What follows belongs to an exercise in optimizing a design on an open flow for small area, a short achievable clock period and few clock cycles; a production flow would make more cautious choices. The RTL was checked by simulation tests, not by an equivalence proof against the original design. Power and IR drop assume default switching activity.

--- design/flow/config.mk ---
export PLATFORM = sky130hd
export DESIGN_NAME = vpk_runcodec
export DESIGN_NICKNAME = vpk_runcodec
export VERILOG_FILES = /design/flow/design.v
export SDC_FILE = /design/flow/constraint.sdc
export NUM_CORES = 4
export LEC_CHECK = 0
export CAP_MARGIN = 20
export CORE_MARGIN = 2
export CORE_UTILIZATION = 40
export PLACE_DENSITY = 0.55
export SETUP_SLACK_MARGIN = 5
export SLEW_MARGIN = 20
--- design/flow/constraint.sdc ---
create_clock -name core_clock -period 8.0 [get_ports {clk}]
set_input_delay 1.6000 -clock core_clock [delete_from_list [all_inputs] [get_ports {clk}]]
set_output_delay 1.6000 -clock core_clock [all_outputs]
set_load 0.01 [all_outputs]
--- design/flow/design.v ---
module vpk_runcodec (
    input  wire        clk,
    input  wire        rst,
    input  wire        cmd_valid,
    output wire        cmd_ready,
    input  wire        cmd_op,       
    input  wire        cmd_codec,    
    input  wire [6:0]  cmd_w,
    input  wire [7:0]  cmd_n,
    input  wire        in_valid,
    output wire        in_ready,
    input  wire [63:0] in_data,
    output wire        out_valid,
    input  wire        out_ready,
    output wire [63:0] out_data,
    output wire        out_last,
    output wire        rsp_valid,
    output wire [3:0]  rsp_err,
    output wire [10:0] rsp_result
);
    function automatic cmd_ok_f(input op, input codec, input [6:0] w, input [7:0] n);
        reg n_ok, w_le, w_set;
        begin
            n_ok  = (n != 8'd0) && (n <= 8'd128);
            w_le  = codec ? (w <= 7'd64) : (w <= 7'd32);
            w_set = (w <= 7'd12) || (w == 7'd16) || (w == 7'd32) || (codec && (w == 7'd64));
            cmd_ok_f = n_ok && (op ? w_set : w_le);
        end
    endfunction
    function automatic [23:0] pdec(input [6:0] p);
        integer t;
        reg [7:0] gt, eq, ge;
        begin
            for (t = 0; t < 8; t = t + 1) begin
                gt[t] = (t > p[6:3]);
                eq[t] = (t == p[6:3]);
                ge[t] = (t >= p[2:0]);
            end
            pdec = {gt, eq, ge};
        end
    endfunction
    function automatic [5:0] stepf(input op, input err, input flush, input last,
                                   input s_ge64, input s_gt64);
        reg pk, up, useb, spill;
        begin
            pk    = !op && !err && !flush;
            up    = op && !err;
            useb  = up && s_gt64;
            spill = pk && last && s_gt64;
            stepf = {pk || useb, !pk || s_ge64 || last,
                     err || flush || (last && !spill), spill, useb, pk && s_ge64};
        end
    endfunction
    reg        q0v, q0op, q0codec;
    reg [6:0]  q0w;
    reg [7:0]  q0n;
    reg        q1v, q1op, q1codec;
    reg [6:0]  q1w;
    reg [7:0]  q1n;
    wire q0_ok = cmd_ok_f(q0op, q0codec, q0w, q0n);
    reg         csv, csop;
    reg  [6:0]  csw;
    reg  [7:0]  csn;
    wire [11:0] c_sbits = csn * csw[3:0];
    reg  [7:0]  c_uw;
    always @(*) begin
        case (csw[6:4])
            3'b100:  c_uw = csn;
            3'b010:  c_uw = 8'((csn + 8'd1) >> 1);
            3'b001:  c_uw = 8'((csn + 8'd3) >> 2);
            default: c_uw = 8'((c_sbits + 12'd63) >> 6);
        endcase
    end
    wire [7:0]  c_words = csv ? (csop ? c_uw : csn) : 8'd0;
    reg  [7:0]  cw;        
    reg  [8:0]  in_cnt;    
    reg         cnt_nz;
    reg        ev, eop, eerr, eflush, elast;
    reg [6:0]  ew;
    reg [7:0]  en;        
    reg [6:0]  pos;       
    reg [23:0] pd;        
    reg [7:0]  s;         
    reg [5:0]  ramt;      
    reg [7:0]  k;         
    reg        f_needb, f_wo, f_fin, f_spill, f_useb, f_pkfull;
    reg        bv, b2v;
    reg [63:0] b, b2;     
    reg [63:0] a;         
    reg        ov, olast, orsp, oerr;
    reg [10:0] ores;
    reg [63:0] od;
    reg        rv, rerr;
    reg [10:0] rres;
    wire o_free  = !ov || out_ready;
    wire fire    = ev && (!f_needb || bv) && (!f_wo || o_free);
    wire promote = q0v && (!ev || (fire && f_fin));
    wire q0_free = !q0v || promote;
    wire e_upd   = promote || fire;
    assign cmd_ready = !q1v;
    wire cmd_fire = cmd_valid && cmd_ready;
    wire cmd_to_q0 = q0_free && !q1v;
    assign in_ready = !b2v && cnt_nz;
    wire in_fire = in_valid && in_ready;
    wire bfree   = !bv || (fire && f_needb);
    wire [63:0] ones = {64{1'b1}};
    wire [63:0] hmu;                                          
    genvar gi;
    generate
        for (gi = 0; gi < 64; gi = gi + 1) begin : g_hm
            assign hmu[gi] = pd[16 + (63 - gi) / 8] | (pd[8 + (63 - gi) / 8] & pd[(63 - gi) % 8]);
        end
    endgenerate
    wire [63:0] hmp  = ones >> pos;                           
    wire [6:0]  smin = (s[7] | s[6]) ? 7'd64 : s[6:0];
    wire [63:0] hms  = ones >> smin;                          
    wire [63:0] lmw  = ~(ones << ew);                         
    wire [63:0] rot_in  = (a & hmu) | (b & ~hmu);
    wire [127:0] rot2   = {rot_in, rot_in} << ramt;
    wire [63:0] rot     = rot2[127:64];
    wire [63:0] m_rot   = eop ? lmw : (hmp & ~hms);
    wire [63:0] m_a     = eop ? 64'd0 : ~hmp;
    wire [63:0] oword   = (rot & m_rot) | (a & m_a);
    wire [63:0] sa      = eop ? 64'd0 : (hmp | {64{f_pkfull}});
    wire [63:0] sk      = eop ? 64'd0 : ~(hmp | {64{f_pkfull}});
    wire [63:0] a_n     = (rot & sa) | (a & sk) | (b & {64{eop}});
    wire        wrapd   = f_useb || f_pkfull;
    wire [6:0]  pos_n   = wrapd ? 7'(s - 8'd64) : s[6:0];
    wire [7:0]  t       = s + {1'b0, ew};
    wire [7:0]  s_n     = wrapd ? (t - 8'd64) : t;
    wire        sn_ge64 = wrapd ? t[7] : (t >= 8'd64);
    wire        sn_gt64 = wrapd ? (t > 8'd128) : (t > 8'd64);
    wire [5:0]  ramt_n  = eop ? (ramt + ew[5:0]) : (ramt - ew[5:0]);
    wire        k_inc   = f_pkfull || f_useb;
    wire [7:0]  k_n     = k + {7'd0, k_inc};
    wire        o_dv    = !eerr && !(!eop && !eflush && elast && (ew == 7'd0));
    wire [6:0]  b_fin   = eflush ? pos : (eop ? pos_n : s[6:0]);
    wire [7:0]  k_r     = eop ? k_n : k;
    wire [10:0] res_fin = eerr ? 11'd0 : ({k_r, 3'b000} + {7'd0, 4'((b_fin + 7'd7) >> 3)});
    wire [8:0]  in_tot   = in_cnt + {1'b0, cw};
    always @(posedge clk) begin
        if (rst) begin
            q0v <= 1'b0; q1v <= 1'b0; csv <= 1'b0;
            cw <= 8'd0; in_cnt <= 9'd0; cnt_nz <= 1'b0;
            ev <= 1'b0;
            bv <= 1'b0; b2v <= 1'b0;
            ov <= 1'b0; orsp <= 1'b0;
            rv <= 1'b0;
        end else begin
            csv <= cmd_fire && cmd_ok_f(cmd_op, cmd_codec, cmd_w, cmd_n);
            if (cmd_fire && cmd_to_q0) begin
                q0v <= 1'b1;
            end else if (q0_free) begin
                q0v <= q1v;
                q1v <= cmd_fire;
            end else if (cmd_fire) begin
                q1v <= 1'b1;
            end
            cw     <= c_words;
            in_cnt <= in_tot - {8'd0, in_fire};
            cnt_nz <= in_fire ? (in_tot > 9'd1) : (in_tot != 9'd0);
            if (bfree) bv <= b2v || in_fire;
            if (bfree) b2v <= 1'b0;
            else if (in_fire) b2v <= 1'b1;
            if (promote) ev <= 1'b1;
            else if (fire && f_fin) ev <= 1'b0;
            if (fire && f_wo) begin
                ov    <= o_dv;
                olast <= f_fin;
                orsp  <= f_fin;
                oerr  <= eerr;
                ores  <= res_fin;
            end else if (o_free) begin
                ov   <= 1'b0;
                orsp <= 1'b0;
            end
            rv <= orsp && o_free;
        end
        if (promote) begin
            eop    <= q0op;
            eerr   <= !q0_ok;
            eflush <= 1'b0;
            elast  <= (q0n == 8'd1);
            ew     <= q0w;
            en     <= q0n;
            pos    <= q0op ? 7'd64 : 7'd0;
            pd     <= pdec(7'd64);
            s      <= q0op ? (8'd64 + {1'b0, q0w}) : {1'b0, q0w};
            ramt   <= q0op ? q0w[5:0] : (6'd0 - q0w[5:0]);
            k      <= q0op ? 8'hFF : 8'd0;
            {f_needb, f_wo, f_fin, f_spill, f_useb, f_pkfull} <=
                stepf(q0op, !q0_ok, 1'b0, q0n == 8'd1, q0op || q0w[6], q0op ? (q0w != 7'd0) : 1'b0);
        end else if (fire) begin
            k   <= k_n;
            pos <= pos_n;
            pd  <= eop ? pdec(pos_n) : pdec(7'd64);
            if (f_spill) begin
                eflush <= 1'b1;
                s      <= {1'b0, pos_n};
                {f_needb, f_wo, f_fin, f_spill, f_useb, f_pkfull} <= 6'b011000;
            end else begin
                en    <= en - 8'd1;
                elast <= (en == 8'd2);
                s     <= s_n;
                ramt  <= ramt_n;
                {f_needb, f_wo, f_fin, f_spill, f_useb, f_pkfull} <=
                    stepf(eop, eerr, eflush, en == 8'd2, sn_ge64, sn_gt64);
            end
        end
        if (cmd_fire && cmd_to_q0) begin
            q0op <= cmd_op; q0codec <= cmd_codec; q0w <= cmd_w; q0n <= cmd_n;
        end else if (q0_free && q1v) begin
            q0op <= q1op; q0codec <= q1codec; q0w <= q1w; q0n <= q1n;
        end
        if (cmd_fire && !cmd_to_q0) begin
            q1op <= cmd_op; q1codec <= cmd_codec; q1w <= cmd_w; q1n <= cmd_n;
        end
        csop <= cmd_op; csw <= cmd_w; csn <= cmd_n;
        if (bfree) b <= b2v ? b2 : in_data;
        if (!bfree && in_fire) b2 <= in_data;
        if (fire && f_needb) a <= a_n;
        if (fire && f_wo) od <= oword;
        if (orsp && o_free) begin
            rres <= ores;
            rerr <= oerr;
        end
    end
    assign out_valid  = ov;
    assign out_data   = od;
    assign out_last   = olast;
    assign rsp_valid  = rv;
    assign rsp_err    = {2'b00, rerr, 1'b0};
    assign rsp_result = rres;
endmodule
--- design/flow/run.sh ---
#!/bin/bash
# synth_recipe.tcl (not shown) runs the flow's synth.tcl, then flattens the netlist and writes it again
# the make line also repeats each setting of config.mk as NAME=value (left out here)
make -C /OpenROAD-flow-scripts/flow DESIGN_CONFIG=/design/flow/config.mk WORK_HOME=/design/flow/orfs CLKGATE_MAP_FILE= SYNTH_SCRIPT=/design/flow/synth_recipe.tcl finish
==> key figures, run 1 <==
Clock network
  • Clock root cell: clkbuf_16
  • Clk Latency, worst-skew pair: between 0.6 and 0.7 ns
  • TritonCTS clock tree: done
  • Clk sinks: 434
  • H-tree Lvls: 2
  • Number of CTS-inserted buffers: 50
  • Reg clk slew, reported paths: ~0.06 ns
  • CTS max path bufs: 3

Drt
  • DRT antenna net count: 0
  • Router iterations before antenna repair: 8
  • Vias post-DR: 27410
  • Drc violations: 0
  • Wire per inst: 35.17 um
  • DRT iter0 DRCs: between 3000 and 4000
  • Drt total wl: about 140 mm
  • Vias per std cell: approximately 6.7

Layout
  • # fillers: between 6000 and 7000
  • Area delta synth->final: 38.70%
  • Final non-filler cell total: 4119
  • Area of the multi-input gates: between 15000 and 20000 um2
  • Layout Cell Area excl Fill: roughly 40000 um2
  • Share of layout cells above drive strength 1: 0.3726
  • Reg area: about 12000 um2
  • Final net count: 3290
  • Core Util, Final: 0.5587

Placement
  • DP HPWL: slightly above 100 mm
  • Cell count after placement: around 3700
  • Place WS: roughly 2.4 ns
  • I/O Buffers: between 150 and 200
  • Placed cell area: ~31000 um2
  • GPL Wtd Cong: about 1.1

Timing
  • Slew headroom: 0.1834
  • Period utilization: 0.4323
  • Final setup TNS: 0 ns
  • Final Hold Slack: 0.4180 ns
  • RSZ-0062 raised after global routing: true
  • Final Worst Setup Slack: 4.542 ns
  • Clk_skew: 0.06266 ns
  • Minimum clock period: 3.458 ns
  • Final Hold Viols: 0
  • Worst Max-Slew Pin Slew: approximately 1.2 ns
  • Final setup violation count: 0
  • Final Max Slew Viols: 0
  • Max Freq: about 0.29 GHz

Logic synthesis
  • Post-synth EDFFs: 368
  • FF+latch count, synth: about 430
  • Predominant post-synthesis flop cell: edfxtp_1
  • Share of synthesized registers carrying an async set or reset: 0
  • Syn Inst Count: ~2800
  • Part of the Yosys area used for sequential elements: 0.4311
  • Synth unique cells: 85
  • YS warnings: 1
  • Synthesized area per cell: ~10 um2
  • Area of the mapped netlist: ~29000 um2

Global routing
  • Global route overflow: 0
  • Vias in the first global route: ~25000
  • Gr usage total: 0.3769
  • Initial antenna violation count: 5
  • Largest net degree at the start of global routing: roughly 160
  • First-pass GRT wire length: ~200 mm

Worst setup path
  • Worst reg-to-reg setup slack: around 4.5 ns
  • Max stage delay cell, worst path: fa_1
  • Crit path DAT: approximately 4.0 ns
  • R2r endpoint: cw[5]
  • WP data required: roughly 8.5 ns
  • Crit-path max FO: 6
  • Max incr delay on CP: slightly below 0.5 ns
  • R2R Path Start: csw[2]
  • Critical path class: flop to flop
  • Critical Path End Type: flop
  • R2R cell count: 13
  • Critical path, cell by cell: nand2_4 > ha_4 > fa_1 > fa_1 > inv_1 > ha_1 > a21o_1 > a21o_1 > a31o_4 > a2111oi_4 > o31ai_1 > xor2_1 > o22ai_1
  • Worst setup SP type: flop

Worst hold path
  • Worst hold path endpoint: rres[6]
  • Worst Hold Launch: ores[6]
  • Worst hold path cell count: 0
  • Hold Crit Class: flop to flop

Die
  • Die X: 271.9 um
  • IO Count: 170
  • Initial core utilization: 0.4028
  • Die span in y: between 200 and 300 um
  • Full die area: approximately 74000 um2
  • Core Region: ~70000 um2
  • Rows: between 90 and 100

Outcome
  • Status: finished clean

Power
  • Max VDD drop: 0.1649 mV
  • Leakage power: between 10 and 15 nW
  • Pwr Total: roughly 11 mW
  • Pwr Density: 277.7 nW/um2

Flow run
  • Max cap viols: 0
==> layout make-up <==
class	instances	share of cell area
diodes	2	0.0001257
inverters	94	0.01097
multi-input cells	2037	0.4725
repair buffers	510	0.1288
flip-flops and latches	434	0.3137
clock inverters	32	0.01122
clock buffers	57	0.03209
well taps	950	0.02986
repair inverters	3	0.0006915
==> cells in the final DEF (no fill, tap or decap), types with 17 or more instances in the layout <==
cell type	count
nor4_1	18
clkbuf_16	54
nand2_1	233
xnor2_1	44
a21oi_2	46
nor2b_1	18
ha_1	51
and2_1	31
xor2_1	26
nand2b_1	17
o211ai_1	20
o21ai_0	102
a31oi_1	25
o22ai_1	37
mux2_2	101
mux2i_1	26
a22oi_2	18
clkdlybuf4s50_1	83
dfxtp_1	33
mux2i_4	94
mux2i_2	43
mux2_4	21
a22o_1	18
o21ai_1	19
nor3_1	37
inv_1	84
buf_4	231
a21oi_1	131
a21oi_4	37
nor2_1	203
a22oi_1	30
dlygate4sd2_1	75
buf_12	26
mux4_2	89
o21ai_2	35
edfxtp_1	368
dfxtp_4	29
buf_6	62
nand3_1	53
==> per-layer routing <==
metal / GRT usage / share of wire / vias to the layer above
met5: 0 / 0.00072 / -
met4: 0.1829 / 0.063 / 6
met3: 0.1333 / 0.14 / 388
met2: 0.5207 / 0.40 / 2080
met1: 0.5223 / 0.40 / 13640
li1: - / - / 11300
==> kinds of logic after synthesis <==
family	count (synthesis)	synth area share
AO/OA/AOI/OAI	753	0.1706
adder cells (fa/ha/maj)	74	0.03645
other	1	0.0001307
flip-flops	434	0.4311
multiplexers	374	0.1752
XOR/XNOR	73	0.02228
buffers and inverters	296	0.04417
AND/OR/NAND/NOR	758	0.1201
==> synth_stat cells, types with 17 or more instances <==
library cell / instances / share of area
nand2_1: 245 / 0.032
o22ai_1: 50 / 0.011
ha_1: 58 / 0.025
a22oi_1: 48 / 0.013
nor2b_1: 20 / 0.0044
mux2_2: 120 / 0.047
xnor2_1: 46 / 0.014
o211ai_1: 20 / 0.0052
edfxtp_1: 368 / 0.39
mux4_2: 86 / 0.067
nor4_1: 21 / 0.0046
nand3_1: 55 / 0.0096
a22o_1: 18 / 0.0055
mux2i_1: 163 / 0.057
o21ai_0: 163 / 0.028
a221oi_1: 32 / 0.0098
clkbuf_1: 137 / 0.018
nand2b_1: 19 / 0.0041
and2_1: 35 / 0.0076
inv_1: 89 / 0.012
a31oi_1: 27 / 0.0059
or2_2: 19 / 0.0041
nor2_1: 232 / 0.030
buf_2: 29 / 0.0051
dfxtp_1: 66 / 0.046
o31ai_1: 17 / 0.0044
xor2_1: 27 / 0.0082
nor3_1: 59 / 0.010
o32ai_1: 20 / 0.0061
or3_1: 18 / 0.0039
a21oi_1: 211 / 0.037
==> sequential cells by signal (all words and copies together), names as in the netlist, 8 cells and up <==
signal  cells
k           8
b          64
in_cnt      9
rres       11
od         64
a          64
ores       11
pd         22
q0n         8
q1n         8
csn         8
cw          8
en          8
s           8
b2         64
==> report_power, final <==
part | leakage (nW) | total [mW] | switching, mW | internal [mW]
logic | 9.40 | 5.55 | 3.18 | 2.37
registers | 4.02 | 3.06 | 0.309 | 2.75
clock network | 0.829 | 2.45 | 1.03 | 1.42
total | 14.2 | 11.1 | 4.51 | 6.54
==> repair_timing <==
action                     CTS  global route
setup buffers              172            95
pin swaps                   85           136
resized for setup          687           349
gates cloned                14             4
hold buffers                 0             0
setup endpoints to repair  637           261
==> critical path: cells and delay by family (launching register included) <==
family,cells,cell delay [ns]
compound gates,6,1.19
xor+xnor,1,0.21
fa+ha+maj,4,1.43
buf+inv,1,0.04
flops,1,0.40
simple gates,1,0.06
==> worst max-delay path by stage <==
stage,startpoint,to,cells past startpoint
floorplan,out_ready,b2[0],4
global placement,out_ready,k[5],9
detailed placement,out_ready,pos[1],9
CTS,csw[2],cw[5],13
global route,csw[2],cw[4],13
finish,csw[2],cw[5],13
Testbench counts, summed over its fixed seeds: cycles 62,757.
==> inputs of run 2 (changes only) <==
--- a/design/flow/design.v
+++ b/design/flow/design.v
@@ -62,16 +62,19 @@
     reg  [6:0]  csw;
     reg  [7:0]  csn;
-    wire [11:0] c_sbits = csn * csw[3:0];
-    reg  [7:0]  c_uw;
+    reg         psel;      
+    reg  [11:0] px;        
+    reg  [7:0]  palt;      
+    reg  [7:0]  c_alt;
     always @(*) begin
-        case (csw[6:4])
-            3'b100:  c_uw = csn;
-            3'b010:  c_uw = 8'((csn + 8'd1) >> 1);
-            3'b001:  c_uw = 8'((csn + 8'd3) >> 2);
-            default: c_uw = 8'((c_sbits + 12'd63) >> 6);
+        if (!csv) c_alt = 8'd0;
+        else if (!csop) c_alt = csn;
+        else case (csw[6:4])
+            3'b100:  c_alt = csn;
+            3'b010:  c_alt = 8'((csn + 8'd1) >> 1);
+            3'b001:  c_alt = 8'((csn + 8'd3) >> 2);
+            default: c_alt = 8'd0;
         endcase
     end
-    wire [7:0]  c_words = csv ? (csop ? c_uw : csn) : 8'd0;
-    reg  [7:0]  cw;        
+    wire [7:0]  c_words = psel ? 8'(px[11:6] + {5'd0, (px[5:0] != 6'd0)}) : palt;
     reg  [8:0]  in_cnt;    
     reg         cnt_nz;
@@ -79,5 +82,4 @@
     reg [6:0]  ew;
     reg [7:0]  en;        
-    reg [6:0]  pos;       
     reg [23:0] pd;        
     reg [7:0]  s;         
@@ -105,12 +107,14 @@
     wire bfree   = !bv || (fire && f_needb);
     wire [63:0] ones = {64{1'b1}};
-    wire [63:0] hmu;                                          
+    wire [7:0]  pgt = pd[23:16], peq = pd[15:8], pge = pd[7:0];
+    wire [7:0]  ugt = pgt & {8{eop}}, ueq = peq & {8{eop}};
+    wire [63:0] hmp, hmu;                                     
     genvar gi;
     generate
         for (gi = 0; gi < 64; gi = gi + 1) begin : g_hm
-            assign hmu[gi] = pd[16 + (63 - gi) / 8] | (pd[8 + (63 - gi) / 8] & pd[(63 - gi) % 8]);
+            assign hmp[gi] = pgt[(63 - gi) / 8] | (peq[(63 - gi) / 8] & pge[(63 - gi) % 8]);
+            assign hmu[gi] = ugt[(63 - gi) / 8] | (ueq[(63 - gi) / 8] & pge[(63 - gi) % 8]);
         end
     endgenerate
-    wire [63:0] hmp  = ones >> pos;                           
     wire [6:0]  smin = (s[7] | s[6]) ? 7'd64 : s[6:0];
     wire [63:0] hms  = ones >> smin;                          
@@ -135,12 +139,12 @@
     wire [7:0]  k_n     = k + {7'd0, k_inc};
     wire        o_dv    = !eerr && !(!eop && !eflush && elast && (ew == 7'd0));
-    wire [6:0]  b_fin   = eflush ? pos : (eop ? pos_n : s[6:0]);
+    wire [6:0]  b_fin   = eop ? pos_n : s[6:0];
     wire [7:0]  k_r     = eop ? k_n : k;
     wire [10:0] res_fin = eerr ? 11'd0 : ({k_r, 3'b000} + {7'd0, 4'((b_fin + 7'd7) >> 3)});
-    wire [8:0]  in_tot   = in_cnt + {1'b0, cw};
+    wire [8:0]  in_tot   = in_cnt + {1'b0, c_words};
     always @(posedge clk) begin
         if (rst) begin
-            q0v <= 1'b0; q1v <= 1'b0; csv <= 1'b0;
-            cw <= 8'd0; in_cnt <= 9'd0; cnt_nz <= 1'b0;
+            q0v <= 1'b0; q1v <= 1'b0; csv <= 1'b0; psel <= 1'b0; palt <= 8'd0;
+            in_cnt <= 9'd0; cnt_nz <= 1'b0;
             ev <= 1'b0;
             bv <= 1'b0; b2v <= 1'b0;
@@ -148,5 +152,7 @@
             rv <= 1'b0;
         end else begin
-            csv <= cmd_fire && cmd_ok_f(cmd_op, cmd_codec, cmd_w, cmd_n);
+            csv  <= cmd_fire && cmd_ok_f(cmd_op, cmd_codec, cmd_w, cmd_n);
+            psel <= csv && csop && (csw[6:4] == 3'b000);
+            palt <= c_alt;
             if (cmd_fire && cmd_to_q0) begin
                 q0v <= 1'b1;
@@ -157,5 +163,4 @@
                 q1v <= 1'b1;
             end
-            cw     <= c_words;
             in_cnt <= in_tot - {8'd0, in_fire};
             cnt_nz <= in_fire ? (in_tot > 9'd1) : (in_tot != 9'd0);
@@ -184,6 +189,5 @@
             ew     <= q0w;
             en     <= q0n;
-            pos    <= q0op ? 7'd64 : 7'd0;
-            pd     <= pdec(7'd64);
+            pd     <= q0op ? pdec(7'd64) : pdec(7'd0);
             s      <= q0op ? (8'd64 + {1'b0, q0w}) : {1'b0, q0w};
             ramt   <= q0op ? q0w[5:0] : (6'd0 - q0w[5:0]);
@@ -193,6 +197,5 @@
         end else if (fire) begin
             k   <= k_n;
-            pos <= pos_n;
-            pd  <= eop ? pdec(pos_n) : pdec(7'd64);
+            pd  <= pdec(pos_n);
             if (f_spill) begin
                 eflush <= 1'b1;
@@ -217,4 +220,5 @@
         end
         csop <= cmd_op; csw <= cmd_w; csn <= cmd_n;
+        px <= csn * csw[3:0];
         if (bfree) b <= b2v ? b2 : in_data;
         if (!bfree && in_fire) b2 <= in_data;
--- a/design/flow/config.mk
+++ b/design/flow/config.mk
@@ -6,8 +6,9 @@
 export NUM_CORES = 4
 export LEC_CHECK = 0
+export ABC_AREA = 1
 export CAP_MARGIN = 20
 export CORE_MARGIN = 2
-export CORE_UTILIZATION = 40
-export PLACE_DENSITY = 0.55
+export CORE_UTILIZATION = 50
+export PLACE_DENSITY = 0.65
 export SETUP_SLACK_MARGIN = 5
 export SLEW_MARGIN = 20
==> run 2 against run 1 <==
  * Count of clock-buffer cells in the layout increased by 2
  * Die area down 19%
  * Still clean on timing, DRC and antenna
  * Cell count increased by 16%
  * Largest power group unchanged
  * Sequential share of layout area increased by 5.5 points
  * Critical path type unchanged
  * First-iteration DRC count increased by 37%
  * Critical path depth shrank 2
  * Global-route usage rose by 6.2 points
  * Worst setup slack better by 0.40 ns
  * Critical endpoint is now a[33]
  * Non-clock buffer count is 225 lower
==> key figures, run 2 <==
Power
  • Max VDD drop: 0.2102 mV
  • Leakage power: ~15 nW
  • Pwr Density: around 250 nW/um2

Timing
  • Worst Max-Slew Pin Slew: 1.048 ns
  • Final Hold Viols: 0
  • Minimum clock period: a little over 3 ns
  • Clk_skew: about 0.038 ns
  • Max Freq: about 0.33 GHz
  • Slew headroom: 0.3012
  • Period utilization: 0.3829
  • Final setup TNS: 0 ns
  • Final Max Slew Viols: 0
  • Final setup violation count: 0
  • RSZ-0062 raised after global routing: true

Placement
  • GPL Wtd Cong: 1.148
  • DP HPWL: between 90 and 100 mm
  • Cell count after placement: 4585
  • I/O Buffers: about 170

Logic synthesis
  • Compound-Gate Fraction of Synth Area: 0.08354
  • YS warnings: 1
  • Post-synthesis adder-cell area fraction: 0.03594
  • Post-synth top area share: 0.3981
  • Dominant cells by area after synthesis: edfxtp_1 (40%), nand3_1 (20%), nand2_1 (9.4%)
  • Post-Synth XOR/XNOR Area: 0.01303
  • Most common cell in the synthesized netlist: nand3_1
  • Area of the mapped netlist: 28890 um2
  • Synth unique cells: between 40 and 50
  • FF+latch count, synth: 440
  • Predominant post-synthesis flop cell: edfxtp_1
  • Largest family of logic cells by synthesized area: simple AND/OR/NAND/NOR gates
  • Post-synth EDFFs: ~380
  • Part of the Yosys area used for sequential elements: 0.4376
  • Share of synthesized registers carrying an async set or reset: 0
  • Yosys top cell by area: edfxtp_1
  • Post-synthesis mux area share: 0.003118
  • Most frequent cells after synthesis: nand3_1 (1165), nand2_1 (720), inv_1 (439)
  • Simple-gate share of the synthesized area: 0.3376
  • Synthesized area per cell: approximately 7.6 um2
  • Syn Inst Count: 3817

Die
  • IO Count: 170
  • Full die area: between 50000 and 60000 um2
  • Die X: roughly 240 um
  • Core Region: 57370 um2
  • Initial core utilization: 0.5037
  • Rows: between 80 and 90
  • Die span in y: 244.4 um

Outcome
  • Status: finished clean

Worst setup path
  • Worst reg-to-reg setup slack: just under 5 ns
  • Max stage delay cell, worst path: clkinvlp_4
  • Worst setup SP type: flop
  • WP data required: about 8.4 ns
  • Crit-path max FO: 8
  • R2R cell count: 11
  • Worst path bufs/invs: 1
  • Crit-path leading delay family: simple AND/OR/NAND/NOR gates
  • Critical path class: flop to flop
  • Critical path, cell by cell: clkinvlp_4 > nand2_1 > nand3_1 > nand3_1 > nand3_1 > nand3_1 > nand3_1 > nand3_1 > nand3_1 > nand3_1 > nand2_1
  • WP depth: 11
  • Critical Path Most Common Cell: nand3_1
  • Max incr delay on CP: 0.55 ns
  • Crit path DAT: ~3.4 ns
  • Critical Path End Type: flop

Layout
  • Final non-filler cell total: roughly 4800
  • Core Util, Final: 0.6001
  • Area of the multi-input gates: between 10000 and 15000 um2
  • Area delta synth->final: 19.14%
  • Final net count: a little over 4000
  • Most frequent cells in the layout: nand3_1 (1094), nand2_1 (698), inv_1 (423)
  • Share of layout cells above drive strength 1: 0.1014
  • Reg area: 12680 um2
  • # fillers: slightly above 5000
  • Commonest non-fill, non-tap cell in the layout: nand3_1

Global routing
  • Global route overflow: 0
  • Gr usage total: 0.4386
  • Vias in the first global route: around 28000
  • Largest net degree at the start of global routing: 91
  • Initial antenna violation count: 5
  • First-pass GRT wire length: between 150 and 200 mm

Drt
  • Router iterations before antenna repair: 11
  • DRT antenna net count: 0
  • Vias post-DR: approximately 31000
  • Vias per std cell: between 6 and 7
  • Drt total wl: 136.8 mm
  • DRT iter0 DRCs: about 5400
  • Wire per inst: about 29 um
  • Drc violations: 0

Clock network
  • Clk sinks: 440
  • H-tree Lvls: 2
  • Clock root cell: clkbuf_16
  • Reg clk slew, reported paths: around 0.06 ns
  • Number of CTS-inserted buffers: 47
  • TritonCTS clock tree: done
  • CTS max path bufs: 3
  • Clk Latency, worst-skew pair: about 0.63 ns

Worst hold path
  • Worst hold path cell count: 0
  • Hold Crit Class: flop to flop

Flow run
  • Max cap viols: 0
run 2: cell count changes after synthesis, moves of 30 or more:
cell	previous run	this run
a22oi_1	48	7
a21oi_1	211	155
mux2_2	120	8
mux2i_1	163	0
nand2_1	245	720
inv_1	89	439
xnor2_1	46	9
mux4_2	86	0
and2_1	35	1
o22ai_1	50	20
nand3_1	55	1165
run 2: through the flow:
step / cell area [um2] / setup WS (ns) / power [mW] / hold WS, ns
after floorplan: 28940 / 2.365 / 4.683 / 0.4003
after global placement: 31000 / 3.465 / 5.850 / 0.4007
after detailed placement: 31000 / 3.472 / 5.848 / 0.4045
after CTS: 33330 / 5.000 / 8.260 / 0.4190
after global routing: 34410 / 4.833 / 8.867 / 0.4269
final: 34420 / 4.937 / 8.657 / 0.4196
run 2: repair_timing:
item / 4_1_cts / 5_1_grt
gates resized for setup: 162 / 169
endpoints found under the setup margin: 639 / 403
setup buffers: 42 / 33
hold buffers: 0 / 0
pin swaps: 13 / 31
gates cloned: 7 / 4
run 2: power breakdown:
group          switching [mW]  internal (mW)
clock                   0.985           1.38
sequential              0.206           2.80
combinational            2.38          0.911
total                    3.57           5.09
run 2: logic make-up (layout without fill, tap and decap cells):
| kind of cell | count (synthesis) | after routing |
|---|---|---|
| AOI/OAI and AO/OA | 429 | 430 |
| adders and majority gates | 74 | 74 |
| other | 1 | 8 |
| buffers and inverters | 656 | 828 |
| DFF | 440 | 440 |
| xor gates and xnor gates | 43 | 43 |
| and+or+nand+nor | 2166 | 2168 |
| muxes | 8 | 8 |
run 2: metal layers:
metal,global-route usage,routed length (um),vias up
li1,-,-,13460
met1,0.5910,52340,14560
met3,0.1660,20510,558
met2,0.5953,52990,2423
met4,0.2582,10770,11
met5,0.007353,205,-
run 2: worst reg2reg max path: stages (launching register included):
cell,delay [ns]
edfxtp_1,0.41
clkinvlp_4,0.55
nand2_1,0.28
nand3_1,0.12
nand3_1,0.13
nand3_1,0.14
nand3_1,0.15
nand3_1,0.23
nand3_1,0.24
nand3_1,0.22
nand3_1,0.28
nand2_1,0.09
run 2: final cells by class:
class                           instances  share of cell area
Antenna cell                            5           0.0003635
Clock buffer                           59             0.03635
Clock inverter                         29             0.01145
Inverter                              454             0.05147
Multi-Input combinational cell       2726              0.4237
Sequential cell                       440              0.3684
Tap cell                              765             0.02781
Timing Repair Buffer                  285             0.08026
Timing Repair inverter                  1           0.0002181
run 2: final timing paths:
path,from,to
worst min-delay path,ores[2],rres[2]
worst max-delay path,pd[1],a[33]
worst min register to register,ores[2],rres[2]
worst max register to register,pd[1],a[33]
Testbench counts of run 2, summed over its fixed seeds: cycles 62,757.
==> inputs of run 3 (changes only) <==
--- a/design/flow/design.v
+++ b/design/flow/design.v
@@ -93,8 +93,7 @@
     reg [10:0] ores;
     reg [63:0] od;
-    reg        rv, rerr;
-    reg [10:0] rres;
+    reg        rv;
     wire o_free  = !ov || out_ready;
-    wire fire    = ev && (!f_needb || bv) && (!f_wo || o_free);
+    wire fire    = ev && (!f_needb || bv) && (!f_wo || o_free) && !(f_fin && orsp);
     wire promote = q0v && (!ev || (fire && f_fin));
     wire q0_free = !q0v || promote;
@@ -174,6 +173,8 @@
                 olast <= f_fin;
                 orsp  <= f_fin;
-                oerr  <= eerr;
-                ores  <= res_fin;
+                if (f_fin) begin
+                    oerr <= eerr;
+                    ores <= res_fin;
+                end
             end else if (o_free) begin
                 ov   <= 1'b0;
@@ -225,8 +226,4 @@
         if (fire && f_needb) a <= a_n;
         if (fire && f_wo) od <= oword;
-        if (orsp && o_free) begin
-            rres <= ores;
-            rerr <= oerr;
-        end
     end
     assign out_valid  = ov;
@@ -234,5 +231,5 @@
     assign out_last   = olast;
     assign rsp_valid  = rv;
-    assign rsp_err    = {2'b00, rerr, 1'b0};
-    assign rsp_result = rres;
+    assign rsp_err    = {2'b00, oerr, 1'b0};
+    assign rsp_result = ores;
 endmodule
==> run 3 against run 2 <==
  * Still clean on timing, DRC and antenna
  * Maximum frequency down 0.69%
  * Synthesized cell count down 0.37%
  * Utilization up 0.81 points
  * Non-clock buffer count down 6
  * Power down 0.13%
  * Die area down 1.2%
==> key figures, run 3 <==
Outcome
  • Status: finished clean

Timing
  • Slew headroom: 0.1318
  • Period utilization: 0.3856
  • Final Max Slew Viols: 0
  • Minimum clock period: between 3 and 4 ns
  • Clk_skew: roughly 0.052 ns
  • RSZ-0062 raised after global routing: true
  • Final setup TNS: 0 ns
  • Final setup violation count: 0
  • Max Freq: ~0.32 GHz
  • Final Hold Viols: 0
  • Worst Max-Slew Pin Slew: around 1.3 ns

Worst hold path
  • Hold Crit Class: flop to flop

Clock network
  • H-tree Lvls: 2
  • Clk sinks: about 430
  • Clk Latency, worst-skew pair: 0.63 ns
  • TritonCTS clock tree: done
  • Hold_buf cts: 0
  • Number of CTS-inserted buffers: 48
  • CTS max path bufs: 3
  • Clock root cell: clkbuf_16
  • Reg clk slew, reported paths: roughly 0.07 ns

Logic synthesis
  • Share of synthesized registers carrying an async set or reset: 0
  • YS warnings: 1
  • Yosys top cell by area: edfxtp_1
  • Synthesized area per cell: ~7.5 um2
  • Post-synth EDFFs: 371
  • Most common cell in the synthesized netlist: nand3_1
  • Synth unique cells: 55
  • Most frequent cells after synthesis: nand3_1 (1167), nand2_1 (720), inv_1 (429)
  • Dominant cells by area after synthesis: edfxtp_1 (39%), nand3_1 (20%), nand2_1 (9.5%)
  • Area of the mapped netlist: around 29000 um2
  • FF+latch count, synth: roughly 430
  • Syn Inst Count: about 3800
  • Post-synth top area share: 0.3903
  • Predominant post-synthesis flop cell: edfxtp_1
  • Part of the Yosys area used for sequential elements: 0.4303

Die
  • Die span in y: roughly 240 um
  • IO Count: 170
  • Core Region: around 56000 um2
  • Rows: between 80 and 90
  • Die X: roughly 240 um
  • Full die area: 59010 um2
  • Initial core utilization: 0.5062

Layout
  • Area delta synth->final: 20.14%
  • Share of layout cells above drive strength 1: 0.1078
  • Final net count: 4093
  • Commonest non-fill, non-tap cell in the layout: nand3_1
  • Most frequent cells in the layout: nand3_1 (1071), nand2_1 (702), inv_1 (415)
  • Core Util, Final: 0.6081

Drt
  • Vias per std cell: 6.569
  • Wire per inst: between 20 and 30 um
  • DRT antenna net count: 0
  • Router iterations before antenna repair: 12
  • Drc violations: 0
  • Drt total wl: between 100 and 150 mm
  • Vias post-DR: 31080
  • DRT iter0 DRCs: roughly 5300

Global routing
  • Gr usage total: 0.4586
  • First-pass GRT wire length: 195.1 mm
  • Largest net degree at the start of global routing: 83
  • Global route overflow: 0
  • Initial antenna violation count: 3
  • Vias in the first global route: 27980

Worst setup path
  • Worst setup SP type: flop
  • WP data required: ~8.3 ns
  • Crit-path max FO: 15
  • Crit path DAT: approximately 3.4 ns
  • Critical path class: flop to flop
  • Critical Path End Type: flop

Power
  • Max VDD drop: 0.2253 mV
  • P_int: 5.026 mW
  • Sequential power share: 0.341
  • Leakage power: 15.11 nW
  • Psw: 3.620 mW
  • Clock share of power: 0.268
  • Switching share of power: 0.4187
  • Pwr Density: approximately 250 nW/um2
  • Logic pwr share: 0.391

Placement
  • GPL Wtd Cong: approximately 1.1
  • DP HPWL: a little under 100 mm
  • I/O Buffers: 166

Flow run
  • Max cap viols: 0
==> run 3: changes by cell type in the layout (fill, tap and decap cells not counted), sizes merged, moves of 4 or more <==
cell,change
edfxtp,-12
buf,-9
o211ai,-9
a21oi,+7
clkbuf,+7
nor3,-6
a31oi,+4
clkinv,-4
clkinvlp,-4
nor2,-4
nor4,+4
==> run 3: what timing repair did <==
action	4_1_cts	5_1_grt
hold endpoints to repair	0	0
pin swaps	17	32
setup endpoints to repair	608	212
gates cloned	8	4
gates resized for setup	196	180
buffers inserted	40	22
==> run 3: cell type report <==
class / count / area (um2)
fillers: 5043 / 22100
multi-input cells: 2727 / 14750
clock buffers: 63 / 1297
repair buffers: 279 / 2884
well taps: 756 / 945.9
inverters: 448 / 1737
diodes: 4 / 10.01
repair inverters: 1 / 7.507
flip-flops and latches: 428 / 12320
clock inverters: 25 / 342.8
==> run 3: stage by stage <==
| step | hold WS [ns] | power [mW] | instance area [um2] | std cells | setup slack, ns |
|---|---|---|---|---|---|
| 3_5_place_dp | 0.4351 | 5.873 | 30670 | 4565 | 3.392 |
| 4_1_cts | 0.4602 | 8.258 | 33150 | 4701 | 4.961 |
| 3_3_place_gp | 0.4505 | 5.867 | 30670 | 4565 | 3.408 |
| 5_1_grt | 0.4965 | 8.878 | 34280 | 4727 | 4.850 |
| 2_1_floorplan | 0.4183 | 4.657 | 28580 | 3805 | 2.405 |
| 6_report | 0.4643 | 8.646 | 34290 | 4731 | 4.916 |
==> run 3: worst paths after layout <==
check | start | end | slack, ns | depth (start not counted)
max | eop | a[29] | 4.92 | 13
min | csw[5] | psel | 0.46 | 1
max reg2reg | eop | a[29] | 4.92 | 13
min reg2reg | csw[5] | psel | 0.46 | 1
==> run 3: critical path, cell delays in order, from the launching register on <==
cell,delay (ns)
edfxtp_1,0.37
buf_4,0.16
buf_12,0.20
nand2_2,0.20
nand2_4,0.19
nand3_1,0.16
nand3_1,0.18
nand3_1,0.16
nand3_1,0.26
nand3_1,0.20
nand3_2,0.25
nand3_1,0.17
nand3_1,0.20
nand2_1,0.07
==> run 3: logic make-up (layout without fill, tap and decap cells) <==
| family | count (synthesis) | after routing | share of synthesized area |
|---|---|---|---|
| flops | 428 | 428 | 0.4303 |
| fa+ha+maj | 74 | 74 | 0.03638 |
| other cells | 1 | 7 | 0.0001314 |
| buf+inv | 650 | 816 | 0.08921 |
| xor+xnor | 41 | 41 | 0.01258 |
| simple gates | 2166 | 2166 | 0.3422 |
| compound gates | 434 | 434 | 0.08570 |
| mux | 9 | 9 | 0.003507 |
==> run 3: per-layer routing <==
layer / wire length (um) / up-vias / track usage
met2: 55190 / 2501 / 0.6382
li1: - / 13420 / -
met3: 21590 / 596 / 0.1860
met5: 64 / - / 0
met1: 51200 / 14560 / 0.5974
met4: 11280 / 2 / 0.2705
==> run 3: power groups by stage <==
stage | combinational (mW) | clock (mW) | sequential (mW)
finish | 3.38 | 2.32 | 2.95
global route | 3.51 | 2.41 | 2.95
CTS | 3.01 | 2.33 | 2.92
detailed placement | 2.87 | 0 | 3.00
global placement | 2.87 | 0 | 3.00
floorplan | 1.78 | 0 | 2.88
Testbench counts of run 3, summed over its fixed seeds: cycles 62,950.
==> inputs of run 4 (changes only) <==
--- a/design/flow/design.v
+++ b/design/flow/design.v
@@ -55,9 +55,7 @@
     reg [6:0]  q0w;
     reg [7:0]  q0n;
-    reg        q1v, q1op, q1codec;
-    reg [6:0]  q1w;
-    reg [7:0]  q1n;
+    reg        q1v;       
     wire q0_ok = cmd_ok_f(q0op, q0codec, q0w, q0n);
-    reg         csv, csop;
+    reg         csv, csop, cscodec;
     reg  [6:0]  csw;
     reg  [7:0]  csn;
@@ -215,10 +213,9 @@
             q0op <= cmd_op; q0codec <= cmd_codec; q0w <= cmd_w; q0n <= cmd_n;
         end else if (q0_free && q1v) begin
-            q0op <= q1op; q0codec <= q1codec; q0w <= q1w; q0n <= q1n;
-        end
-        if (cmd_fire && !cmd_to_q0) begin
-            q1op <= cmd_op; q1codec <= cmd_codec; q1w <= cmd_w; q1n <= cmd_n;
-        end
-        csop <= cmd_op; csw <= cmd_w; csn <= cmd_n;
+            q0op <= csop; q0codec <= cscodec; q0w <= csw; q0n <= csn;
+        end
+        if (cmd_fire) begin
+            csop <= cmd_op; cscodec <= cmd_codec; csw <= cmd_w; csn <= cmd_n;
+        end
         px <= csn * csw[3:0];
         if (bfree) b <= b2v ? b2 : in_data;
==> run 4 against run 3 <==
  * Still clean
  * Utilization fell by 0.62 points
  * Register-to-register slack got worse by 0.09 ns
  * First-iteration DRC count rose by 1.0%
  * Critical path depth did not move
  * Synthesized cell count fell by 0.60%
  * Largest cell class unchanged
==> key figures, run 4 <==
Clock network
  • Clock root cell: clkbuf_16
  • Clk sinks: between 400 and 500
  • Clk Latency, worst-skew pair: between 0.6 and 0.7 ns
  • TritonCTS clock tree: done
  • Number of CTS-inserted buffers: 46
  • Hold_buf cts: 0
  • CTS max path bufs: 3
  • Reg clk slew, reported paths: around 0.06 ns
  • H-tree Lvls: 2

Placement
  • DP HPWL: 97.83 mm
  • I/O Buffers: 166
  • GPL Wtd Cong: about 1.1
  • Placed cell area: 30370 um2

Logic synthesis
  • Predominant post-synthesis flop cell: edfxtp_1
  • YS warnings: 1
  • Part of the Yosys area used for sequential elements: 0.4238
  • Post-synth top area share: 0.3947
  • Largest family of logic cells by synthesized area: simple AND/OR/NAND/NOR gates
  • Syn Inst Count: ~3800
  • Most frequent cells after synthesis: nand3_1 (1170), nand2_1 (719), inv_1 (423)
  • Synth unique cells: 54
  • Area of the mapped netlist: 28220 um2
  • Dominant cells by area after synthesis: edfxtp_1 (39%), nand3_1 (21%), nand2_1 (9.6%)
  • Yosys top cell by area: edfxtp_1
  • Post-synth EDFFs: between 300 and 400
  • Share of synthesized registers carrying an async set or reset: 0
  • FF+latch count, synth: between 400 and 500
  • Post-synthesis adder-cell area fraction: 0.03679
  • Post-Synth XOR/XNOR Area: 0.01272
  • Compound-Gate Fraction of Synth Area: 0.08835
  • Synthesized area per cell: ~7.5 um2
  • Post-synthesis mux area share: 0.002349
  • Simple-gate share of the synthesized area: 0.3444
  • Most common cell in the synthesized netlist: nand3_1

Worst setup path
  • Critical path class: flop to flop
  • Crit-path max FO: 6
  • Crit path DAT: ~3.7 ns
  • Max incr delay on CP: 0.54 ns
  • Critical path, cell by cell: buf_6 > nand2_1 > fa_1 > inv_1 > fa_1 > ha_4 > buf_4 > nand2_4 > o21ai_4 > a21oi_2 > buf_4 > buf_6 > xor2_2
  • R2R cell count: 13
  • Worst setup SP type: flop
  • WP data required: 8.50 ns
  • Worst reg-to-reg setup slack: a little under 5 ns
  • Critical Path End Type: flop
  • R2r endpoint: px[7]
  • R2R Path Start: csw[1]
  • Max stage delay cell, worst path: edfxtp_1

Power
  • Max VDD drop: roughly 0.21 mV
  • Clock share of power: 0.256
  • Pwr Density: around 250 nW/um2
  • Leakage power: approximately 15 nW
  • Psw: approximately 3.6 mW
  • P_int: just under 5 mW
  • Logic pwr share: 0.406
  • Sequential power share: 0.338
  • Switching share of power: 0.4302

Timing
  • Final setup TNS: 0 ns
  • RSZ-0062 raised after global routing: true
  • Minimum clock period: 3.175 ns
  • Slew headroom: 0.2654
  • Final Max Slew Viols: 0
  • Final setup violation count: 0
  • Clk_skew: approximately 0.065 ns
  • Max Freq: around 0.31 GHz
  • Period utilization: 0.3969
  • Final Hold Viols: 0
  • Worst Max-Slew Pin Slew: between 1 and 1.5 ns

Drt
  • Vias per std cell: approximately 6.6
  • Drt total wl: 139.9 mm
  • Router iterations before antenna repair: 11
  • DRT antenna net count: 0
  • Vias post-DR: between 30000 and 40000
  • Wire per inst: ~30 um
  • DRT iter0 DRCs: 5350
  • Drc violations: 0

Die
  • Initial core utilization: 0.5035
  • Rows: 87
  • Die X: between 200 and 250 um
  • IO Count: between 150 and 200
  • Die span in y: 241.6 um
  • Core Region: ~56000 um2
  • Full die area: 58370 um2

Global routing
  • Global route overflow: 0
  • Largest net degree at the start of global routing: 84
  • Gr usage total: 0.4549
  • First-pass GRT wire length: between 150 and 200 mm
  • Vias in the first global route: approximately 28000
  • Initial antenna violation count: 7

Worst hold path
  • Worst Hold Launch: orsp
  • Hold Crit Class: flop to flop
  • Worst hold path endpoint: rv
  • Worst hold path cell count: 2

Layout
  • Commonest non-fill, non-tap cell in the layout: nand3_1
  • Most frequent cells in the layout: nand3_1 (1109), nand2_1 (688), inv_1 (414)
  • # fillers: about 4900
  • Layout Cell Area excl Fill: 33740 um2
  • Share of layout cells above drive strength 1: 0.1054
  • Core Util, Final: 0.6019
  • Area delta synth->final: 19.55%
  • Final net count: 4088

Flow run
  • Max cap viols: 0

Outcome
  • Status: finished clean
-- run 4: cell count changes after synthesis, moves of 6 or more --
cell      delta
buf_1        -9
clkbuf_1    -12
buf_2       +22
nor2_1      -14
clkinv_1     +6
inv_1        -6
dfxtp_1     -16
-- run 4: worst max-delay path, delay by kind of cell, from the launching register on --
kind                       cells  cell delay, ns
xor gates and xnor gates       1            0.14
DFF                            1            0.54
AOI/OAI and AO/OA              2            0.22
buffers and inverters          5            0.63
and+or+nand+nor                2            0.14
adders and majority gates      3            1.37
-- run 4: power by group through the flow --
stage	sequential, mW	combinational, mW	clock [mW]
detailed placement	2.89	2.90	0
finish	2.85	3.42	2.15
global placement	2.89	2.89	0
floorplan	2.80	1.79	0
global route	2.86	3.54	2.23
CTS	2.83	3.03	2.15
-- run 4: timing repair --
action	4_1_cts	5_1_grt
resized for setup	200	152
buffers inserted	47	34
cloned	8	2
endpoints found under the setup margin	642	227
pin swaps	33	39
-- run 4: worst max-delay path by stage --
stage	slack [ns]	to	cells after the start	from
2_1_floorplan	2.35	b2[0]	5	out_ready
3_3_place_gp	3.52	k[7]	11	out_ready
3_5_place_dp	3.45	ramt[1]	12	out_ready
4_1_cts	4.99	od[19]	13	eop
5_1_grt	4.78	px[7]	13	csw[1]
6_report	4.82	px[7]	13	csw[1]
-- run 4: per-layer routing --
metal	global-route usage	share of wire
met4	0.2603	0.074
met5	0	0.00018
met1	0.6041	0.37
met2	0.6422	0.41
met3	0.1597	0.15
-- run 4: area by class of cell --
cell class | instances | area [um2] | area share
Timing Repair Buffer | 299 | 2883 | 0.08543
Inverter | 445 | 1752 | 0.05191
Sequential cell | 412 | 11970 | 0.3546
Tap cell | 756 | 945.9 | 0.02803
Antenna cell | 8 | 20.02 | 0.0005933
Clock buffer | 51 | 1170 | 0.03467
Timing Repair inverter | 1 | 8.758 | 0.0002596
Clock inverter | 35 | 331.6 | 0.009826
Multi-Input combinational cell | 2723 | 14670 | 0.4347
-- run 4: cells by family (layout without fill, tap and decap cells) --
family / after synthesis / in the layout
AOI/OAI and AO/OA: 444 / 444
xor gates and xnor gates: 41 / 41
adders and majority gates: 74 / 74
buffers and inverters: 649 / 831
DFF: 412 / 412
muxes: 6 / 6
other: 1 / 11
and+or+nand+nor: 2153 / 2155
-- run 4: stage by stage --
| step | total power, mW | worst slack, ns | std cells | hold slack [ns] |
|---|---|---|---|---|
| finish | 8.426 | 4.825 | 4730 | 0.4764 |
| global route | 8.631 | 4.778 | 4722 | 0.4946 |
| CTS | 8.010 | 4.989 | 4686 | 0.4732 |
| detailed placement | 5.792 | 3.453 | 4545 | 0.4683 |
| global placement | 5.777 | 3.524 | 4545 | 0.4545 |
| floorplan | 4.591 | 2.346 | 3782 | 0.4380 |
Testbench counts of run 4, summed over its fixed seeds: cycles 62,950.
==> inputs of run 5 (changes only) <==
--- a/design/flow/design.v
+++ b/design/flow/design.v
@@ -52,27 +52,27 @@
         end
     endfunction
-    reg        q0v, q0op, q0codec;
+    reg        q0v, q0op, q0ok;
     reg [6:0]  q0w;
     reg [7:0]  q0n;
     reg        q1v;       
-    wire q0_ok = cmd_ok_f(q0op, q0codec, q0w, q0n);
-    reg         csv, csop, cscodec;
+    wire c_ok = cmd_ok_f(cmd_op, cmd_codec, cmd_w, cmd_n);
+    reg         csnew, csop, csok;
+    wire        csv = csnew && csok;
     reg  [6:0]  csw;
     reg  [7:0]  csn;
-    reg         psel;      
-    reg  [11:0] px;        
-    reg  [7:0]  palt;      
-    reg  [7:0]  c_alt;
+    reg  [13:0] pv;        
+    reg  [13:0] c_pv;
+    wire [11:0] c_prod = csn * csw[3:0];
     always @(*) begin
-        if (!csv) c_alt = 8'd0;
-        else if (!csop) c_alt = csn;
+        if (!csv) c_pv = 14'd0;
+        else if (!csop) c_pv = {csn[7:0], 6'd0};
         else case (csw[6:4])
-            3'b100:  c_alt = csn;
-            3'b010:  c_alt = 8'((csn + 8'd1) >> 1);
-            3'b001:  c_alt = 8'((csn + 8'd3) >> 2);
-            default: c_alt = 8'd0;
+            3'b100:  c_pv = {csn[7:0], 6'd0};
+            3'b010:  c_pv = {1'b0, csn[7:0], 5'd0};
+            3'b001:  c_pv = {2'b0, csn[7:0], 4'd0};
+            default: c_pv = {2'b0, c_prod};
         endcase
     end
-    wire [7:0]  c_words = psel ? 8'(px[11:6] + {5'd0, (px[5:0] != 6'd0)}) : palt;
+    wire [7:0]  c_words = 8'(pv[13:6] + {7'd0, (pv[5:0] != 6'd0)});
     reg  [8:0]  in_cnt;    
     reg         cnt_nz;
@@ -142,5 +142,5 @@
     always @(posedge clk) begin
         if (rst) begin
-            q0v <= 1'b0; q1v <= 1'b0; csv <= 1'b0; psel <= 1'b0; palt <= 8'd0;
+            q0v <= 1'b0; q1v <= 1'b0; csnew <= 1'b0; pv <= 14'd0;
             in_cnt <= 9'd0; cnt_nz <= 1'b0;
             ev <= 1'b0;
@@ -149,7 +149,6 @@
             rv <= 1'b0;
         end else begin
-            csv  <= cmd_fire && cmd_ok_f(cmd_op, cmd_codec, cmd_w, cmd_n);
-            psel <= csv && csop && (csw[6:4] == 3'b000);
-            palt <= c_alt;
+            csnew <= cmd_fire;
+            pv   <= c_pv;
             if (cmd_fire && cmd_to_q0) begin
                 q0v <= 1'b1;
@@ -183,5 +182,5 @@
         if (promote) begin
             eop    <= q0op;
-            eerr   <= !q0_ok;
+            eerr   <= !q0ok;
             eflush <= 1'b0;
             elast  <= (q0n == 8'd1);
@@ -193,5 +192,5 @@
             k      <= q0op ? 8'hFF : 8'd0;
             {f_needb, f_wo, f_fin, f_spill, f_useb, f_pkfull} <=
-                stepf(q0op, !q0_ok, 1'b0, q0n == 8'd1, q0op || q0w[6], q0op ? (q0w != 7'd0) : 1'b0);
+                stepf(q0op, !q0ok, 1'b0, q0n == 8'd1, q0op || q0w[6], q0op ? (q0w != 7'd0) : 1'b0);
         end else if (fire) begin
             k   <= k_n;
@@ -211,12 +210,11 @@
         end
         if (cmd_fire && cmd_to_q0) begin
-            q0op <= cmd_op; q0codec <= cmd_codec; q0w <= cmd_w; q0n <= cmd_n;
+            q0op <= cmd_op; q0ok <= c_ok; q0w <= cmd_w; q0n <= cmd_n;
         end else if (q0_free && q1v) begin
-            q0op <= csop; q0codec <= cscodec; q0w <= csw; q0n <= csn;
+            q0op <= csop; q0ok <= csok; q0w <= csw; q0n <= csn;
         end
         if (cmd_fire) begin
-            csop <= cmd_op; cscodec <= cmd_codec; csw <= cmd_w; csn <= cmd_n;
-        end
-        px <= csn * csw[3:0];
+            csop <= cmd_op; csok <= c_ok; csw <= cmd_w; csn <= cmd_n;
+        end
         if (bfree) b <= b2v ? b2 : in_data;
         if (!bfree && in_fire) b2 <= in_data;
==> run 5 against run 4 <==
  * Still clean
  * Register-to-register slack improved by 0.07 ns
  * Cell count decreased by 0.74%
  * Clock power decreased by 4%
  * Synthesized area decreased by 1.3%
  * Power increased by 0.51%
  * Die area decreased by 1.2%
  * Count of clock-buffer cells in the layout increased by 6
  * Clock skew decreased by 0.026 ns
  * Sequential power about the same
  * Critical endpoint is now od[9]
  * Largest cell class unchanged
==> key figures, run 5 <==
Outcome
  • Status: finished clean

Worst setup path
  • WP data required: ~8.4 ns
  • Critical path class: flop to flop
  • Critical Path Most Common Cell: buf_4
  • Max stage delay cell, worst path: nor3_1
  • Crit path DAT: roughly 3.5 ns
  • Max incr delay on CP: about 0.67 ns
  • Crit-path max FO: 26
  • Critical path, cell by cell: buf_4 > inv_6 > nor2_4 > clkinvlp_4 > nor2_2 > buf_4 > inv_1 > nor3_1 > a21oi_1 > nand3_1 > nand2_1
  • Worst setup SP type: flop
  • Critical Path End Type: flop

Logic synthesis
  • Synth unique cells: 53
  • Most common cell in the synthesized netlist: nand3_1
  • YS warnings: 1
  • Dominant cells by area after synthesis: edfxtp_1 (40%), nand3_1 (21%), nand2_1 (9.3%)
  • Share of synthesized registers carrying an async set or reset: 0
  • Post-synth top area share: 0.3998
  • Yosys top cell by area: edfxtp_1
  • Post-synth EDFFs: 371
  • Syn Inst Count: 3738
  • FF+latch count, synth: between 400 and 500
  • Synthesized area per cell: approximately 7.5 um2
  • Most frequent cells after synthesis: nand3_1 (1157), nand2_1 (693), inv_1 (449)
  • Part of the Yosys area used for sequential elements: 0.4242
  • Predominant post-synthesis flop cell: edfxtp_1
  • Area of the mapped netlist: around 28000 um2

Layout
  • Final net count: just over 4000
  • Share of layout cells above drive strength 1: 0.1092
  • Core Util, Final: 0.6108
  • Commonest non-fill, non-tap cell in the layout: nand3_1
  • Area delta synth->final: 20.75%
  • # fillers: 4786
  • Most frequent cells in the layout: nand3_1 (1066), nand2_1 (680), inv_1 (434)

Die
  • Core Region: 55090 um2
  • Full die area: just under 60000 um2
  • Die X: between 200 and 250 um
  • Rows: 86
  • Initial core utilization: 0.5058
  • IO Count: 170
  • Die span in y: 240.1 um

Timing
  • Final setup violation count: 0
  • Minimum clock period: just over 3 ns
  • Clk_skew: 0.03960 ns
  • Final setup TNS: 0 ns
  • Max Freq: around 0.32 GHz
  • Worst Max-Slew Pin Slew: 1.076 ns
  • Final Hold Viols: 0
  • Period utilization: 0.3882
  • Final Max Slew Viols: 0
  • RSZ-0062 raised after global routing: true
  • Final Hold Slack: 0.4742 ns
  • Slew headroom: 0.2769

Drt
  • DRT antenna net count: 0
  • Vias per std cell: ~6.7
  • DRT iter0 DRCs: roughly 5600
  • Wire per inst: ~30 um
  • Vias post-DR: ~31000
  • Drc violations: 0
  • Router iterations before antenna repair: 11
  • Drt total wl: roughly 140 mm

Placement
  • I/O Buffers: between 150 and 200
  • GPL Wtd Cong: between 1 and 1.5
  • DP HPWL: 98.46 mm

Clock network
  • CTS max path bufs: 3
  • Reg clk slew, reported paths: approximately 0.06 ns
  • Hold_buf cts: 0
  • TritonCTS clock tree: done
  • Clock root cell: clkbuf_16
  • Number of CTS-inserted buffers: between 40 and 50
  • H-tree Lvls: 2
  • Clk sinks: between 400 and 500
  • Clk Latency, worst-skew pair: roughly 0.63 ns

Global routing
  • Vias in the first global route: roughly 28000
  • Initial antenna violation count: 11
  • First-pass GRT wire length: 193.1 mm
  • Gr usage total: 0.4694
  • Largest net degree at the start of global routing: about 90
  • Global route overflow: 0

Flow run
  • Max cap viols: 0

Power
  • Max VDD drop: around 0.20 mV
  • Leakage power: 14.91 nW
  • Pwr Density: about 250 nW/um2

Worst hold path
  • Hold Crit Class: flop to flop
## run 5: cell count changes in the layout (fill, tap and decap cells not counted), moves of 8 or more
cell	previous run	this run
nand2_1	688	680
o21ai_1	15	5
nand2_2	29	13
inv_1	414	434
o211ai_1	15	23
nand3_1	1109	1066
nand3_2	58	84
o21ai_0	148	158
a21oi_1	154	138
clkinvlp_4	5	15
## run 5: what timing repair did
| action | 4_1_cts | 5_1_grt |
|---|---|---|
| setup buffers | 47 | 47 |
| gates cloned | 8 | 4 |
| hold endpoints to repair | 0 | 0 |
| endpoints found under the setup margin | 616 | 396 |
| resized for setup | 226 | 126 |
| pin swaps | 19 | 50 |
## run 5: report_power, final
group	switching [mW]	internal (mW)	total, mW
clock	0.925	1.13	2.06
combinational	2.60	0.992	3.59
sequential	0.196	2.63	2.82
## run 5: critical path: cells and delay by family (launching register included)
kind	cells	cell delay, ns
compound gates	1	0.10
buf+inv	5	1.00
flops	1	0.39
simple gates	5	1.32
## run 5: final cells by class
class	count	area (um2)	share of cell area
clock buffers	57	1160	0.03447
flip-flops and latches	405	11830	0.3514
clock inverters	23	242.7	0.007214
repair inverters	2	15.01	0.0004462
multi-input cells	2677	14550	0.4323
diodes	10	25.02	0.0007437
repair buffers	311	3119	0.09270
well taps	748	935.9	0.02781
inverters	462	1782	0.05295
## run 5: kinds of logic after synthesis
| family | synth area share |
|---|---|
| other | 0.0001346 |
| xor gates and xnor gates | 0.01351 |
| buffers and inverters | 0.09137 |
| adders and majority gates | 0.03637 |
| DFF | 0.4242 |
| muxes | 0.0003592 |
| AOI/OAI and AO/OA | 0.09006 |
| and+or+nand+nor | 0.3440 |
## run 5: final timing paths
check,from,endpoint,slack [ns],depth (start not counted)
worst min-delay path,q0w[4],ew[4],0.47,0
worst max register to register,eop,od[9],4.89,11
worst max-delay path,eop,od[9],4.89,11
worst min register to register,q0w[4],ew[4],0.47,0
## run 5: metrics by stage
stage	setup WS, ns	instance area [um2]	total power [mW]	instances
2_1_floorplan	2.335	27910	4.622	3740
3_3_place_gp	3.402	30040	5.839	4498
3_5_place_dp	3.298	30040	5.894	4498
4_1_cts	4.968	32530	8.053	4633
5_1_grt	4.772	33630	8.666	4687
6_report	4.894	33650	8.469	4695
## run 5: per-layer routing
metal	vias to the layer above	wire [um]	GRT usage	part of all wire
met5	-	214	0.005195	0.0015
met2	2794	56280	0.6701	0.40
met4	12	11560	0.2746	0.082
li1	13260	-	-	-
met3	642	21190	0.1598	0.15
met1	14690	51230	0.6161	0.36
Testbench counts of run 5, summed over its fixed seeds: cycles 62,950.
==> inputs of run 6 (changes only) <==
==> design/flow/flow/run.sh (new file) <==
#!/bin/bash
# The standard layout (the standard.sh, all steps), except that the port
# buffers are buf_2 cells instead of the delay cells buffer_ports picks by
# default. Every port still gets its buffer. The make output goes to
# standard.log; ORFS keeps each step's own log under orfs/logs/.
set -euo pipefail
export BUFFER_PORTS_ARGS="-buffer_cell sky130_fd_sc_hd__buf_2"
bash standard.sh finish > standard.log 2>&1
==> design/flow/standard.sh (new file) <==
#!/bin/bash
# synth_recipe.tcl (not shown) runs the flow's synth.tcl, then flattens the netlist and writes it again
# the make line also repeats each setting of config.mk as NAME=value (left out here)
make -C /OpenROAD-flow-scripts/flow DESIGN_CONFIG=/design/flow/config.mk WORK_HOME=/design/flow/orfs CLKGATE_MAP_FILE= SYNTH_SCRIPT=/design/flow/synth_recipe.tcl "${@:-finish}"
removed: design/flow/run.sh
==> run 6 against run 5 <==
  * Non-clock buffer count shrank 16
  * Sequential power is essentially flat
  * Critical path depth up 2
  * Maximum frequency increased by 0.18%
  * Power increased by 0.83%
  * Combinational power down 4%
  * Worst setup slack improved by 0.0057 ns
  * Sequential share of layout area grew 0.91 points
  * Largest power group unchanged
  * Highest routed layer unchanged
==> key figures, run 6 <==
Outcome
  • Status: finished clean

Timing
  • Final setup violation count: 0
  • Final Hold Viols: 0
  • Max Freq: ~0.32 GHz
  • Period utilization: 0.3875
  • Clk_skew: 0.03019 ns
  • Final Max Slew Viols: 0
  • Final Worst Setup Slack: roughly 4.9 ns
  • Worst Max-Slew Pin Slew: 1.304 ns
  • RSZ-0062 raised after global routing: true
  • Final setup TNS: 0 ns
  • Slew headroom: 0.1215
  • Minimum clock period: ~3.1 ns

Layout
  • Area of the multi-input gates: roughly 14000 um2
  • Reg area: about 12000 um2
  • Final non-filler cell total: 4672
  • Final net count: 4044
  • Commonest non-fill, non-tap cell in the layout: nand3_1
  • Most frequent cells in the layout: nand3_1 (1085), nand2_1 (678), inv_1 (434)
  • Share of layout cells above drive strength 1: 0.1471
  • Area delta synth->final: 17.69%
  • # fillers: around 5000

Clock network
  • Clock root cell: clkbuf_16
  • Hold_buf cts: 0
  • H-tree Lvls: 2
  • Clk sinks: between 400 and 500
  • CTS max path bufs: 3
  • Clk Latency, worst-skew pair: 0.63 ns
  • TritonCTS clock tree: done
  • Reg clk slew, reported paths: 0.06 ns
  • Number of CTS-inserted buffers: 45

Drt
  • Vias post-DR: 30190
  • Wire per inst: about 29 um
  • Drc violations: 0
  • Router iterations before antenna repair: 8
  • Drt total wl: around 130 mm
  • DRT antenna net count: 0
  • Vias per std cell: around 6.5
  • DRT iter0 DRCs: ~5000

Placement
  • GPL Wtd Cong: approximately 1.1
  • I/O Buffers: about 170
  • Place WS: about 3.4 ns
  • Cell count after placement: roughly 4500
  • DP HPWL: ~95 mm

Worst setup path
  • Critical path class: flop to flop
  • R2r endpoint: od[1]
  • R2R Path Start: pd[4]
  • Crit path DAT: 3.43 ns
  • Worst reg-to-reg setup slack: approximately 5 ns
  • Critical Path End Type: flop
  • WP data required: 8.33 ns
  • R2R cell count: 13
  • Worst setup SP type: flop
  • Crit-path max FO: 11

Die
  • Full die area: a little under 60000 um2
  • Die X: 240.1 um
  • Rows: between 80 and 90
  • IO Count: 170
  • Core Region: ~55000 um2
  • Initial core utilization: 0.5058
  • Die span in y: 240.1 um

Logic synthesis
  • Post-synthesis adder-cell area fraction: 0.03637
  • Post-Synth XOR/XNOR Area: 0.01351
  • Compound-Gate Fraction of Synth Area: 0.09006
  • Syn Inst Count: roughly 3700
  • Post-synthesis mux area share: 0.0003592
  • Share of synthesized registers carrying an async set or reset: 0
  • YS warnings: 1
  • Area of the mapped netlist: about 28000 um2
  • Simple-gate share of the synthesized area: 0.3440
  • Most common cell in the synthesized netlist: nand3_1
  • Part of the Yosys area used for sequential elements: 0.4242
  • Largest family of logic cells by synthesized area: simple AND/OR/NAND/NOR gates
  • Synth unique cells: 53
  • Synthesized area per cell: 7.455 um2
  • Yosys top cell by area: edfxtp_1
  • Post-synth top area share: 0.3998
  • Predominant post-synthesis flop cell: edfxtp_1
  • Dominant cells by area after synthesis: edfxtp_1 (40%), nand3_1 (21%), nand2_1 (9.3%)
  • Post-synth EDFFs: around 370
  • Most frequent cells after synthesis: nand3_1 (1157), nand2_1 (693), inv_1 (449)
  • FF+latch count, synth: about 410

Power
  • Pwr Density: 260.4 nW/um2
  • Leakage power: between 10 and 15 nW
  • Max VDD drop: between 0.2 and 0.25 mV

Global routing
  • First-pass GRT wire length: approximately 180 mm
  • Global route overflow: 0
  • Largest net degree at the start of global routing: about 110
  • Gr usage total: 0.4473
  • Initial antenna violation count: 6
  • Vias in the first global route: 26760

Worst hold path
  • Worst Hold Launch: q0w[5]
  • Worst hold path cell count: 0
  • Worst hold path endpoint: ew[5]
  • Hold Crit Class: flop to flop

Flow run
  • Max cap viols: 0
==> run 6: per-stage QoR <==
step	util	cell area, um2	hold WS, ns	power [mW]
after detailed placement	0.5303	29220	0.4557	5.805
after CTS	0.5772	31800	0.4608	8.162
after floorplan	-	27910	0.4244	4.622
after global placement	0.5299	29200	0.4652	5.791
final	0.5953	32800	0.4492	8.539
after global routing	0.5952	32790	0.4823	8.766
==> run 6: logic make-up after synthesis <==
family,after synthesis
and+or+nand+nor,2120
AOI/OAI and AO/OA,438
buffers and inverters,658
xor gates and xnor gates,43
muxes,1
DFF,405
adders and majority gates,72
other,1
==> run 6: worst max path at each step <==
stage               depth (start not counted)      start      end
detailed placement                         10  out_ready  ores[8]
CTS                                        14     csn[3]    pv[8]
global route                               13     csw[2]   pv[11]
global placement                           10  out_ready  ores[8]
finish                                     13      pd[4]    od[1]
floorplan                                   5  out_ready    b2[0]
==> run 6: routing by layer <==
layer  vias to the layer above  share of wire  global-route usage  wire (um)
li1                      13210              -                   -          -
met1                     14200           0.38              0.6032      50930
met2                      2287           0.39              0.6044      52400
met3                       484           0.14              0.1600      19230
met4                         4          0.081              0.2819      10810
met5                         -        0.00021            0.004329         28
==> run 6: worst max-delay path, stage by stage (launching register included) <==
cell        delay (ns)
edfxtp_1          0.33
buf_4             0.37
clkinvlp_4        0.22
buf_12            0.19
nand2_1           0.08
nand3_1           0.10
nand3_1           0.11
nand3_1           0.19
nand3_1           0.20
nand3_1           0.21
nand3_1           0.29
nand3_1           0.19
nand3_1           0.14
nand2_1           0.14
==> run 6: area by class of cell <==
| type | count | share of cell area |
|---|---|---|
| diodes | 2 | 0.0001526 |
| clock buffers | 48 | 0.03468 |
| clock inverters | 35 | 0.01419 |
| inverters | 462 | 0.05440 |
| multi-input cells | 2677 | 0.4409 |
| flip-flops and latches | 405 | 0.3605 |
| well taps | 748 | 0.02854 |
| repair buffers | 295 | 0.06668 |
==> run 6: timing repair <==
action,4_1_cts,5_1_grt
pin swaps,18,36
setup buffers,55,29
resized for setup,81,160
cloned,4,3
endpoints found under the hold margin,0,0
setup endpoints to repair,329,205
==> run 6: report_power, final <==
| part | internal, mW | total, mW | leakage [nW] | switching [mW] |
|---|---|---|---|---|
| clock | 1.31 | 2.26 | 0.763 | 0.952 |
| combinational | 0.943 | 3.46 | 10.2 | 2.52 |
| sequential | 2.63 | 2.81 | 3.79 | 0.184 |
| total | 4.88 | 8.54 | 14.7 | 3.66 |
